This is an optimization exercise on Yosys and OpenROAD, whose aim is small area and few clock cycles, not a production implementation. Function was checked by simulation only, so behaviour that the tests miss may differ from the original.

==> inputs of juniper <==
==> flow/design.v <==
module bbse_fc (
    input  wire         clk,
    input  wire         rst,
    input  wire         req_valid,
    input  wire [31:0]  req_word,
    input  wire         buf_we,
    input  wire [2:0]   buf_idx,
    input  wire [7:0]   buf_wdata,
    output wire [7:0]   status,
    output wire [15:0]  result,
    output wire [55:0]  buf_q,
    output wire [127:0] rbuf_q,
    output wire         tx_valid,
    output wire [7:0]   tx_data,
    input  wire         tx_ready,
    input  wire         rx_valid,
    input  wire [7:0]   rx_data,
    input  wire         link_timeout,
    input  wire         link_closed
);
    localparam [2:0] P_IDLE  = 3'd0;
    localparam [2:0] P_OPEN  = 3'd1;
    localparam [2:0] P_CMD   = 3'd2;
    localparam [2:0] P_RSET  = 3'd3;
    localparam [2:0] P_RDAT  = 3'd4;
    localparam [2:0] P_WDAT  = 3'd5;
    localparam [2:0] P_CLOSE = 3'd6;
    localparam [2:0] P_SING  = 3'd7;
    localparam [4:0] C_TX0 = 5'd19;       
    localparam [4:0] C_HDR = 5'd30;       
    reg  [2:0]  ph;
    reg  [2:0]  st;          
    reg  [2:0]  bi;          
    reg  [2:0]  by;          
    reg  [4:0]  cnt;
    reg  [2:0]  err;
    reg  [15:0] res;
    reg  [7:0]  bufm  [0:6];
    reg  [7:0]  rbufm [0:15];
    wire busy  = (ph != P_IDLE);
    wire txing = cnt[4] & ~(cnt[3] & cnt[2] & cnt[1]);
    wire rxing = busy & ~txing;
    wire bb    = (by == 3'd7);
    wire [3:0]  w_op = req_word[31:28];
    wire [3:0]  w_n  = req_word[27:24];
    wire [7:0]  w_a  = req_word[23:16];
    wire [15:0] w_v  = req_word[15:0];
    reg [3:0] w_len;
    reg       w_cmd;
    always @(*) begin
        w_cmd = 1'b1;
        case (w_a)
            8'h60:        w_len = 4'd0;
            8'h62, 8'h63: w_len = 4'd1;
            8'h64, 8'h65: w_len = 4'd7;
            8'h66, 8'h67: w_len = 4'd3;
            8'h68, 8'h69: w_len = 4'd2;
            default: begin w_len = 4'd0; w_cmd = 1'b0; end
        endcase
    end
    reg wf;
    always @(*) begin
        case (w_op)
            4'h1, 4'h2: wf = (w_n == 4'd0) && (w_a == 8'd0) && (w_v[15:8] == 8'd0);
            4'h3:       wf = (w_n == 4'd0) && (w_a == 8'd0) && (w_v == 16'd0);
            4'h4:       wf = (w_n == 4'd0) && !w_a[0];
            4'h5:       wf = (w_n == 4'd0) && !w_a[0] && (w_v == 16'd0);
            4'h6:       wf = (w_n == 4'd0) && !w_a[0] && (w_v != 16'd0) && (w_v <= 16'd16);
            4'h7:       wf = w_cmd && (w_n == w_len) && (w_v == 16'd0);
            default:    wf = 1'b0;
        endcase
    end
    wire take   = req_valid && !busy;
    wire accept = take && wf;
    wire        is_rtc_rd = res[8];
    wire [2:0]  nm1 = (res[11:9] == 3'd1) ? 3'd0 :
                      (res[11:9] == 3'd2) ? 3'd6 :
                      (res[11:9] == 3'd3) ? 3'd2 : 3'd1;
    wire        last_byte = bb || (by == nm1);
    wire [63:0] wsrc = {res[7:0], bufm[6], bufm[5], bufm[4], bufm[3],
                        bufm[2], bufm[1], bufm[0]};
    wire        cbit = res[{~bb, ~bi}];
    wire        dbit = wsrc[{by, bi}];
    reg        rd;
    reg [6:0]  addr7;
    reg [2:0]  v3;
    always @(*) begin
        rd    = 1'b0;
        addr7 = 7'h62;
        v3    = 3'd0;
        case (ph)
            P_OPEN: case (st[1:0])
                2'd0: begin addr7 = 7'h64; v3 = 3'd1; end
                2'd1: v3 = 3'd1;
                2'd2: v3 = 3'd5;
                default: begin addr7 = 7'h63; v3 = 3'd7; end
            endcase
            P_CMD:  v3 = {1'b1, cbit, st[1:0] == 2'd3};
            P_WDAT: v3 = {1'b1, dbit, st[1:0] == 2'd3};
            P_RSET: begin addr7 = 7'h63; v3 = 3'd5; end
            P_RDAT: begin
                if (st == 3'd6) begin rd = 1'b1; v3 = 3'd2; end
                else v3 = {1'b1, 1'b0, st == 3'd5};
            end
            P_CLOSE: begin
                if (st[2]) addr7 = 7'h64;
                else v3 = {st[0], 1'b0, 1'b1};
            end
            P_SING: begin
                rd    = st[2] | st[1];
                addr7 = {by, bi, st[0]};
            end
            default: ;
        endcase
    end
    wire       sing  = (ph == P_SING);
    wire       r16   = sing & st[1];
    wire       rn    = sing & st[2];
    wire [7:0] vlo   = sing ? (res[7:0] | {6'd0, r16, 1'b0}) : {5'd0, v3};
    wire [7:0] vhi   = sing ? res[15:8] : 8'd0;
    reg [7:0] fbyte;
    always @(*) begin
        case (cnt)
            5'd19:   fbyte = 8'h09;
            5'd21:   fbyte = rd ? 8'hF6 : 8'hF5;
            5'd22:   fbyte = {1'b0, addr7};
            5'd26:   fbyte = vlo;
            5'd27:   fbyte = vhi;
            default: fbyte = 8'h00;
        endcase
    end
    assign tx_valid = busy & txing;
    assign tx_data  = fbyte;
    wire [4:0] cnt_inc = cnt + 5'd1;
    wire [4:0] lastv   = !rd ? 5'd31 : (rn ? res[4:0] : 5'd2);
    wire       rx_ok   = rxing & rx_valid;
    wire       ok      = rx_ok & (cnt_inc == lastv);
    wire       fail    = rxing & (link_timeout | link_closed);
    wire [2:0] fcode   = link_timeout ? 3'd1 : (cnt == C_HDR) ? 3'd2 : 3'd3;
    wire       smp_x   = (ph == P_RDAT) & (st == 3'd6);
    wire       smp_en  = smp_x & ((rx_ok & (cnt == 5'd0)) | fail);
    wire       sbit    = rx_ok & rx_data[1];
    reg [2:0] nph, nst, nbi, nby;
    reg       fin;
    always @(*) begin
        nph = ph; nst = st + 3'd1; nbi = bi; nby = by; fin = 1'b0;
        if (fail) begin
            nst = 3'd0;
            if (ph == P_CLOSE || ph == P_SING || bb) fin = 1'b1;
            else nph = P_CLOSE;
        end else begin
            case (ph)
                P_OPEN: if (st[1:0] == 2'd3) begin nph = P_CMD; nst = 3'd0; end
                P_CMD: if (st[1:0] == 2'd3) begin
                    nst = 3'd0; nbi = bi + 3'd1;
                    if (bi == 3'd7) begin
                        if (bb) fin = 1'b1;
                        else if (res[11:8] == 4'd0) nph = P_CLOSE;
                        else if (is_rtc_rd) nph = P_RSET;
                        else nph = P_WDAT;
                    end
                end
                P_RSET: begin nph = P_RDAT; nst = 3'd0; end
                P_RDAT, P_WDAT:
                    if ((ph == P_RDAT) ? (st == 3'd6) : (st[1:0] == 2'd3)) begin
                        nst = 3'd0; nbi = bi + 3'd1;
                        if (bi == 3'd7) begin
                            if (last_byte) begin
                                if (bb) fin = 1'b1;
                                else nph = P_CLOSE;
                            end else nby = by + 3'd1;
                        end
                    end
                P_CLOSE: if (st[2]) fin = 1'b1;
                default: fin = 1'b1;
            endcase
        end
    end
    wire step = ok | fail;
    wire keep_res = (ph == P_RDAT & bb) | (r16 & !fail);
    always @(posedge clk) begin
        if (rst) begin
            ph  <= P_IDLE;
            cnt <= 5'd0;
            err <= 3'd0;
        end else if (!busy) begin
            if (req_valid) begin
                cnt <= C_TX0;
                if (wf) begin
                    err <= 3'd0;
                    case (w_op[2:0])
                        3'd1: ph <= P_CMD;
                        3'd2: ph <= P_WDAT;
                        3'd3: ph <= P_RDAT;
                        3'd7: ph <= P_OPEN;
                        default: ph <= P_SING;
                    endcase
                end else begin
                    err <= 3'd5;
                end
            end
        end else begin
            if (fail && err == 3'd0)
                err <= fcode;
            if (step) begin
                cnt <= C_TX0;
                ph  <= fin ? P_IDLE : nph;
            end else if (txing ? tx_ready : rx_valid) begin
                cnt <= cnt_inc;
            end
        end
    end
    always @(posedge clk) begin
        if (accept) begin
            if (w_op[2]) begin
                if (w_op[1:0] == 2'd3) begin
                    st <= 3'd0; bi <= 3'd0; by <= 3'd0;
                end else begin
                    st <= {w_op[1:0], w_a[1]};
                    bi <= w_a[4:2];
                    by <= w_a[7:5];
                end
            end else begin
                st <= 3'd0; bi <= 3'd0; by <= 3'd7;
            end
        end else if (busy && step) begin
            st <= nst; bi <= nbi; by <= nby;
        end
    end
    reg [15:0] res_d;
    always @(*) begin
        res_d = res;
        if (rst)
            res_d = 16'd0;
        else if (accept)
            res_d = (w_op == 4'h7) ? {w_a, 8'd0} : w_v;
        else if (busy && step && fin && !keep_res)
            res_d = 16'd0;
        else begin
            if (r16 && rx_ok && cnt == 5'd0) res_d[7:0]  = rx_data;
            if (r16 && rx_ok && cnt == 5'd1) res_d[15:8] = rx_data;
            if (smp_en) begin
                if (bi == 3'd0) res_d[7:1] = 7'd0;
                res_d[bi] = sbit;
            end
        end
    end
    always @(posedge clk)
        res <= res_d;
    wire [2:0] nrd = (res[11:9] == 3'd1) ? 3'd1 :
                     (res[11:9] == 3'd2) ? 3'd7 :
                     (res[11:9] == 3'd3) ? 3'd3 : 3'd2;
    wire       bclr = (ph == P_OPEN) & is_rtc_rd;
    wire [7:0] bufd = busy ? res_d[7:0] : buf_wdata;
    integer k;
    always @(posedge clk) begin
        for (k = 0; k < 7; k = k + 1)
            if ((!busy && buf_we && buf_idx == k) ||
                (bclr && k < nrd) ||
                (smp_en && !bb && by == k))
                bufm[k] <= bufd;
    end
    always @(posedge clk) begin
        if (rn && rx_ok && !cnt[4])
            rbufm[cnt[3:0]] <= rx_data;
    end
    assign status = {1'b0, err, 2'b00, cnt[4] & !busy, busy};
    assign result = res;
    genvar g;
    generate
        for (g = 0; g < 7; g = g + 1) begin : g_buf
            assign buf_q[8*g +: 8] = bufm[g];
        end
        for (g = 0; g < 16; g = g + 1) begin : g_rbuf
            assign rbuf_q[8*g +: 8] = rbufm[g];
        end
    endgenerate
endmodule
==> flow/flow/run.sh <==
#!/bin/bash
# Layout flow: the standard ORFS flow, with the port buffers made of
# sky130_fd_sc_hd__buf_1 and clock tree synthesis without dummy loads.
set -euo pipefail
cd "$(dirname "$0")/.."
bash standard.sh \
  "BUFFER_PORTS_ARGS=-buffer_cell sky130_fd_sc_hd__buf_1" \
  "CTS_ARGS=-sink_clustering_enable -repair_clock_nets -dont_use_dummy_load -sink_clustering_size 16 -sink_clustering_max_diameter 80 -buf_list sky130_fd_sc_hd__clkbuf_8" \
  finish > flow_make.log 2>&1
==> flow/standard.sh <==
#!/bin/bash
# synth_recipe.tcl (not shown) runs the flow's synth.tcl, then flattens the netlist and writes it again
# the make line also repeats each setting of config.mk as NAME=value (left out here)
make -C /OpenROAD-flow-scripts/flow DESIGN_CONFIG=/design/flow/config.mk WORK_HOME=/design/flow/orfs CLKGATE_MAP_FILE= SYNTH_SCRIPT=/design/flow/synth_recipe.tcl "${@:-finish}"
==> flow/config.mk <==
export PLATFORM = sky130hd
export DESIGN_NAME = bbse_fc
export DESIGN_NICKNAME = bbse_fc
export VERILOG_FILES = /design/flow/design.v
export SDC_FILE = /design/flow/constraint.sdc
export NUM_CORES = 4
export LEC_CHECK = 0
export CAP_MARGIN = 0
export CORE_MARGIN = 2
export CORE_UTILIZATION = 60
export SLEW_MARGIN = 0
==> flow/constraint.sdc <==
create_clock -name core_clock -period 10.0 [get_ports {clk}]
set_input_delay 2.0000 -clock core_clock [delete_from_list [all_inputs] [get_ports {clk}]]
set_output_delay 2.0000 -clock core_clock [all_outputs]
set_load 0.01 [all_outputs]
==> lagoon (differences from juniper) <==
==> flow/flow/run.sh (replaced) <==
#!/bin/bash
# Layout flow: the standard ORFS flow, with the port buffers made of
# sky130_fd_sc_hd__buf_1 and clock tree synthesis without dummy loads.
set -euo pipefail
cd "$(dirname "$0")/.."
bash standard.sh \
  "BUFFER_PORTS_ARGS=-buffer_cell sky130_fd_sc_hd__buf_1" \
  "CTS_ARGS=-sink_clustering_enable -repair_clock_nets -dont_use_dummy_load" \
  finish > flow_make.log 2>&1
--- a/flow/config.mk
+++ b/flow/config.mk
@@ -7,5 +7,5 @@
 export LEC_CHECK = 0
-export CAP_MARGIN = 0
+export CAP_MARGIN = 20
 export CORE_MARGIN = 2
-export CORE_UTILIZATION = 60
-export SLEW_MARGIN = 0
+export CORE_UTILIZATION = 40
+export SLEW_MARGIN = 20
==> ember (differences from juniper) <==
--- a/flow/design.v
+++ b/flow/design.v
@@ -141,3 +141,3 @@
     wire       smp_en  = smp_x & ((rx_ok & (cnt == 5'd0)) | fail);
-    wire       sbit    = rx_ok & rx_data[1];
+    wire       sbit    = smp_x & rx_ok & rx_data[1];
     reg [2:0] nph, nst, nbi, nby;
@@ -253,3 +253,8 @@
     wire       bclr = (ph == P_OPEN) & is_rtc_rd;
-    wire [7:0] bufd = busy ? res_d[7:0] : buf_wdata;
+    reg  [7:0] smpd;
+    integer j;
+    always @(*)
+        for (j = 0; j < 8; j = j + 1)
+            smpd[j] = (bi == j) ? sbit : ((bi == 3'd0) ? 1'b0 : res[j]);
+    wire [7:0] bufd = busy ? smpd : buf_wdata;
     integer k;
==> flow/flow/run.sh (replaced) <==
#!/bin/bash
# Layout flow: the standard ORFS flow with
# - synthesis: the standard flow's synthesis script, but ABC maps with an area-oriented
#   script (flow/area.abc) and adders are left to ABC (no ha/fa extraction);
#   the registers are those of the standard synthesis;
# - port buffers made of sky130_fd_sc_hd__buf_1;
# - clock tree synthesis with clkbuf_8 clusters of at most 16 sinks and no
#   dummy loads.
# make's output goes to flow_make.log; ORFS keeps each step's log under orfs/logs.
set -euo pipefail
cd "$(dirname "$0")/.."
export AREA_ABC_SCRIPT="$PWD/flow/area.abc"
cat flow/abc_override.tcl synth_recipe.tcl > area_synth.tcl
bash standard.sh \
  "SYNTH_SCRIPT=$PWD/area_synth.tcl" \
  "ADDER_MAP_FILE=" \
  "BUFFER_PORTS_ARGS=-buffer_cell sky130_fd_sc_hd__buf_1" \
  "CTS_ARGS=-sink_clustering_enable -repair_clock_nets -dont_use_dummy_load -sink_clustering_size 10 -sink_clustering_max_diameter 50 -buf_list sky130_fd_sc_hd__clkbuf_4" \
  finish > flow_make.log 2>&1
==> flow/flow/abc_override.tcl (new file) <==
# Prepended to the standard flow's synthesis script: ABC maps the logic with the
# area-oriented script in area.abc instead of ORFS's speed script, at a
# 10 ns delay target. Nothing else in the synthesis changes.
proc abc {args} {
  set out [list -script $::env(AREA_ABC_SCRIPT)]
  set skip 0
  foreach a $args {
    if {$skip} { set skip 0; continue }
    if {$a eq "-script" || $a eq "-D"} { set skip 1; continue }
    lappend out $a
  }
  lappend out -D 10000
  puts "area abc: $out"
  yosys abc {*}$out
}
==> flow/flow/area.abc (new file) <==
strash; ifraig; scorr; dc2; dretime; strash; &get -n; &deepsyn -T 40; &dch -f; &nf -a -p -R 1000 -F 8 -A 4 -C 32; &put
==> results.cfg <==
[floorplan]
die_area_um2 = 27300

[place]
placed_cell_area_um2 = 11800

[yosys]
syn_area_per_cell_um2 = 12.8
synthXorXnorAreaFrac_pct = 0.675

[power]
p_leak_nw = 4.19

[status]
outcome = no timing/DRC/antenna violations
-- figures above: lagoon

==> results.cfg <==
[status]
outcome = no timing/DRC/antenna violations

[floorplan]
die_area_um2 = 16100

[yosys]
syn_area_per_cell_um2 = 12.7
synthXorXnorAreaFrac_pct = 0.676

[place]
placed_cell_area_um2 = 10400

[power]
p_leak_nw = 3.37
-- figures above: ember

==> results.cfg <==
[status]
outcome = no timing/DRC/antenna violations

[place]
numPortBuffers = 272
placed_cell_area_um2 = 11700

[yosys]
synthXorXnorAreaFrac_pct = 0.675

[power]
p_leak_nw = 4.02

[floorplan]
die_area_um2 = 18400
-- figures above: juniper

Testbench counts of juniper, summed over its fixed seeds: cycles 988,596.
Testbench counts of lagoon, summed over its fixed seeds: cycles 988,596.
Testbench counts of ember, summed over its fixed seeds: cycles 988,596.

port drivers added, routing unchanged:
The flow's constraints put no driver on any port. The routed layouts listed below were extracted and timed again, unchanged, in two steps. Step 1, drivers: a clkbuf_16 drives clk and a buf_2 each remaining input, both assumed. Step 2 times the ports against the registers' clock, not the clock port: input delays grow and output delays shrink by t, the midpoint of the rising clock arrivals with the driver on. a / b / c = no drivers / after step 1 / after step 2; a / b = the first two.
run	t, ns	setup WS [ns]	worst setup path at the end	clock arrival spread, ns
juniper	0.545	4.428 / 4.444 / 3.899	input to register	0.030 / 0.030
lagoon	0.540	4.371 / 4.393 / 3.853	input to register	0.025 / 0.025
ember	0.670	4.377 / 4.336 / 4.527	input to register	0.052 / 0.052
After both steps setup and hold are still met in every run listed. The setup slack of juniper, which loses most, moves by +0.016 ns with the drivers and by -0.529 ns with both steps.
